What follows belongs to an exercise in optimizing a design on an open flow for a short achievable clock period and few clock cycles; a production flow would make more cautious choices.
Where RTL was checked, it was by simulation tests only, not by an equivalence proof against the original.
The clock input has no modelled driver; a real chip could not lean on it and would need a root buffer or a full tree.
Power is estimated from default activity; no workload was simulated.

old:
==> flow/design.v (excerpt) <==
module ssq_symdec (
    input  wire        clk,
    input  wire        rst,
    input  wire        in_valid,
    output wire        in_ready,
    input  wire [7:0]  in_data,
    input  wire        in_last,
    output reg         out_valid,
    input  wire        out_ready,
    output reg  [7:0]  out_data,
    output reg         out_last,
    output reg  [1:0]  out_err,
    output reg  [15:0] out_err_pos,
    output reg  [7:0]  out_err_val,
    output reg  [2:0]  out_pad
);
    localparam ERR_NONE = 2'd0;
    localparam ERR_SDEC = 2'd1;
    localparam ERR_CDEC = 2'd2;
    localparam EV_NONE  = 2'd0;
    localparam EV_SDEC  = 2'd1;   
    localparam EV_CEND  = 2'd2;   
    localparam EV_CNEXT = 2'd3;   
    localparam DEPTH  = 12;       
    localparam RDEPTH = 4;        
    localparam RS     = DEPTH + 1;
    localparam RQS    = RDEPTH + 1;
    localparam IW    = 13;        
    localparam RW    = 26;        
    reg        in_ready_r;  
    reg        ir_n;        
    reg        c_v;
    reg [7:0]  c_data;
    reg        c_last;
    assign in_ready = in_ready_r;
    always @(posedge clk) begin
        c_v    <= in_valid && !ir_n && !rst;
        c_data <= in_data;
        c_last <= in_last;
    end
    wire [5:0] cls;         
    assign cls[0] = (c_data == 8'h2A);
    assign cls[1] = (c_data == 8'h25);
    assign cls[2] = (c_data == 8'h24);
    assign cls[3] = (c_data == 8'h23);
    assign cls[4] = (c_data == 8'h21);
  ...
Size: roughly 2500 cells after synthesis, ~53 I/O pins, roughly 30000 um2 of cells after synthesis.
Settings: LEC_CHECK=0, CAP_MARGIN=20, CORE_MARGIN=2, CORE_UTILIZATION=65, SETUP_SLACK_MARGIN=3.5, SLEW_MARGIN=20; clock period 5.0 ns.
standard.sh (not shown) runs the stock make flow with config.mk's settings and CLKGATE_MAP_FILE= SYNTH_SCRIPT=/design/flow/synth_recipe.tcl, a recipe that flattens the netlist after the stock synthesis.
==> flow/flow/run.sh <==
#!/bin/bash
# Standard layout, except that:
#  - the port buffers are buf_4 (the resizer sizes them later), and
#  - the clock tree is built by flow/tree.tcl (a two-level tree of clkbuf_16)
#    in place of clock_tree_synthesis.
# Each step's output goes to a log file of its own in this folder.
set -euo pipefail
here=$(pwd)
ports="BUFFER_PORTS_ARGS=-buffer_cell sky130_fd_sc_hd__buf_4"

bash standard.sh synth > log_1_synth.txt 2>&1
bash standard.sh "$ports" place > log_2_place.txt 2>&1

# ORFS's scripts with cts.tcl swapped for ours, used for the CTS step only
rm -rf "$here/cts_scripts"
cp -r "$FLOW_HOME/scripts" "$here/cts_scripts"
cp "$here/flow/cts.tcl" "$here/cts_scripts/cts.tcl"
FLOW_TREE_TCL="$here/flow/tree.tcl" bash standard.sh "$ports" do-4_1_cts do-4_cts \
  SCRIPTS_DIR="$here/cts_scripts" > log_3_cts.txt 2>&1

bash standard.sh "$ports" finish > log_4_finish.txt 2>&1
Other scripts of this flow, unchanged in this note and not shown: flow/flow/cts.tcl, flow/flow/tree.tcl
[inputs] new vs old
- CORE_UTILIZATION now 55, was 65
- SETUP_SLACK_MARGIN now 3.4, was 3.5
==> comparison <==
Aggregate routed wire length in new vs old: down 330 um
The run with more setup slack is old; new has less.
Core util | new vs old | new lower
No run of this note included a check of the RTL's function; only the layout flow was run. No run of this note takes its clock network from TritonCTS; it comes from the design's own scripts or RTL.

* * *

## exp/umber
Another version of the RTL of ssq_symdec (not shown whole).
For scale: about 700 flip-flops, ~53 I/O pins, about 26000 um2 of cells after synthesis.
==> flow/config.mk <==
export PLATFORM = sky130hd
export DESIGN_NAME = ssq_symdec
export DESIGN_NICKNAME = ssq_symdec
export VERILOG_FILES = /design/flow/design.v
export SDC_FILE = /design/flow/constraint.sdc
export NUM_CORES = 4
export LEC_CHECK = 0
export CAP_MARGIN = 20
export CORE_MARGIN = 2
export CORE_UTILIZATION = 65
export SETUP_SLACK_MARGIN = 3.0
export SLEW_MARGIN = 20
==> flow/constraint.sdc <==
create_clock -name core_clock -period 5.0 [get_ports {clk}]
set_input_delay 1.0000 -clock core_clock [delete_from_list [all_inputs] [get_ports {clk}]]
set_output_delay 1.0000 -clock core_clock [all_outputs]
set_load 0.01 [all_outputs]
run.sh (not shown) runs the stock make flow with config.mk's settings and CLKGATE_MAP_FILE= SYNTH_SCRIPT=/design/flow/synth_recipe.tcl, a recipe that flattens the netlist after the stock synthesis.
Stock flow here: none of the scripts above is used.
exp/umber | status: complete | timing, DRC, antenna: pass
Testbench counts of exp/umber, summed over its fixed seeds: cycles 69,251.
The inputs of exp/nickel differ from those of exp/umber as listed below.
Settings: CTS_CLUSTER_DIAMETER newly set to 40; CTS_CLUSTER_SIZE newly set to 30; CORE_UTILIZATION changed from 65 to 40.
Notes after the runs:
exp/nickel: no failed stages, no open violations at the end
Relative to exp/umber, area added between synthesis and finish has increased by 6.2 points in exp/nickel.
exp/nickel reports its cell with the biggest individual delay on the critical path as edfxtp_1 while exp/umber reports dfxtp_4.
Taking exp/umber as 1.0, exp/nickel lands at 1.05 on cell area.
Fraction of power spent switching nets in exp/nickel is 1.9 points above exp/umber.
### exp/nickel -> exp/juniper
Settings: CTS_CLUSTER_DIAMETER: 40 -> unset; CTS_CLUSTER_SIZE: 30 -> unset.
## What came out
Compared with exp/nickel, exp/juniper shows number of non-clock buffers in the layout that has gone down by a few percent. The power consumed by sequential cells on exp/juniper is in line with that on exp/nickel. Between exp/juniper and exp/nickel, the area taken by multi-input logic gates figures differ only marginally.
Input-level comparison between exp/amber and exp/juniper:
Settings: CTS_CLUSTER_SIZE newly set to 50; CTS_CLUSTER_DIAMETER newly set to 60.
--- outcome ---
exp/amber ended with less share of the clock period used by the worst path than exp/juniper.
Relative to exp/juniper, share of power burned in registers has increased by 6.0 points in exp/amber.
Proportion of cell area occupied by multi-input gates (higher): exp/amber
Note that the number of buffers created by CTS recorded for exp/amber amounts to 0.59 times the value seen in exp/juniper.
Going from exp/juniper to exp/amber, met1 track demand over resource essentially unchanged; number of unique standard cell types used by synthesis neither gained nor lost much; total power now smaller; cell count shows a reduction of 1.8%; share of the synthesized area in compound gates (AO/OA/AOI/OAI) did not really move.
The count of clock-buffer cells in the layout reported for exp/amber is smaller than that of exp/juniper by about 60%.
exp/amber vs exp/juniper — cell area dropped by a few percent

## static timing again, ports no longer ideal
The flow's constraints put no driver on any port. The routed layouts listed below were extracted and timed again, unchanged, in two steps. Step 1 assumes that a clkbuf_16 drives the clock port and a buf_2 every other input. Step 2 also shifts input and output timing later by t, the mid clock arrival at the registers, as if the neighbouring blocks saw the same clock. Three values: ideal ports, drivers, drivers and shift; two values: the first two.
run | shift t [ns] | setup slack, ns | worst setup path after step 2
old | 0.520 | 3.020 / 3.001 / 2.877 | input to register
new | 0.524 | 2.983 / 2.977 / 2.828 | input to register
exp/umber | 0.623 | 2.854 / 2.824 / 2.542 | input to register
exp/nickel | 0.674 | 2.811 / 2.751 / 2.509 | input to register
exp/juniper | 0.653 | 2.836 / 2.775 / 2.533 | input to register
exp/amber | 0.643 | 2.846 / 2.785 / 2.529 | input to register
After both steps every run listed still meets setup and hold. For exp/amber, which loses most, drivers alone change the setup slack by -0.061 ns; drivers and shift together by -0.317 ns.
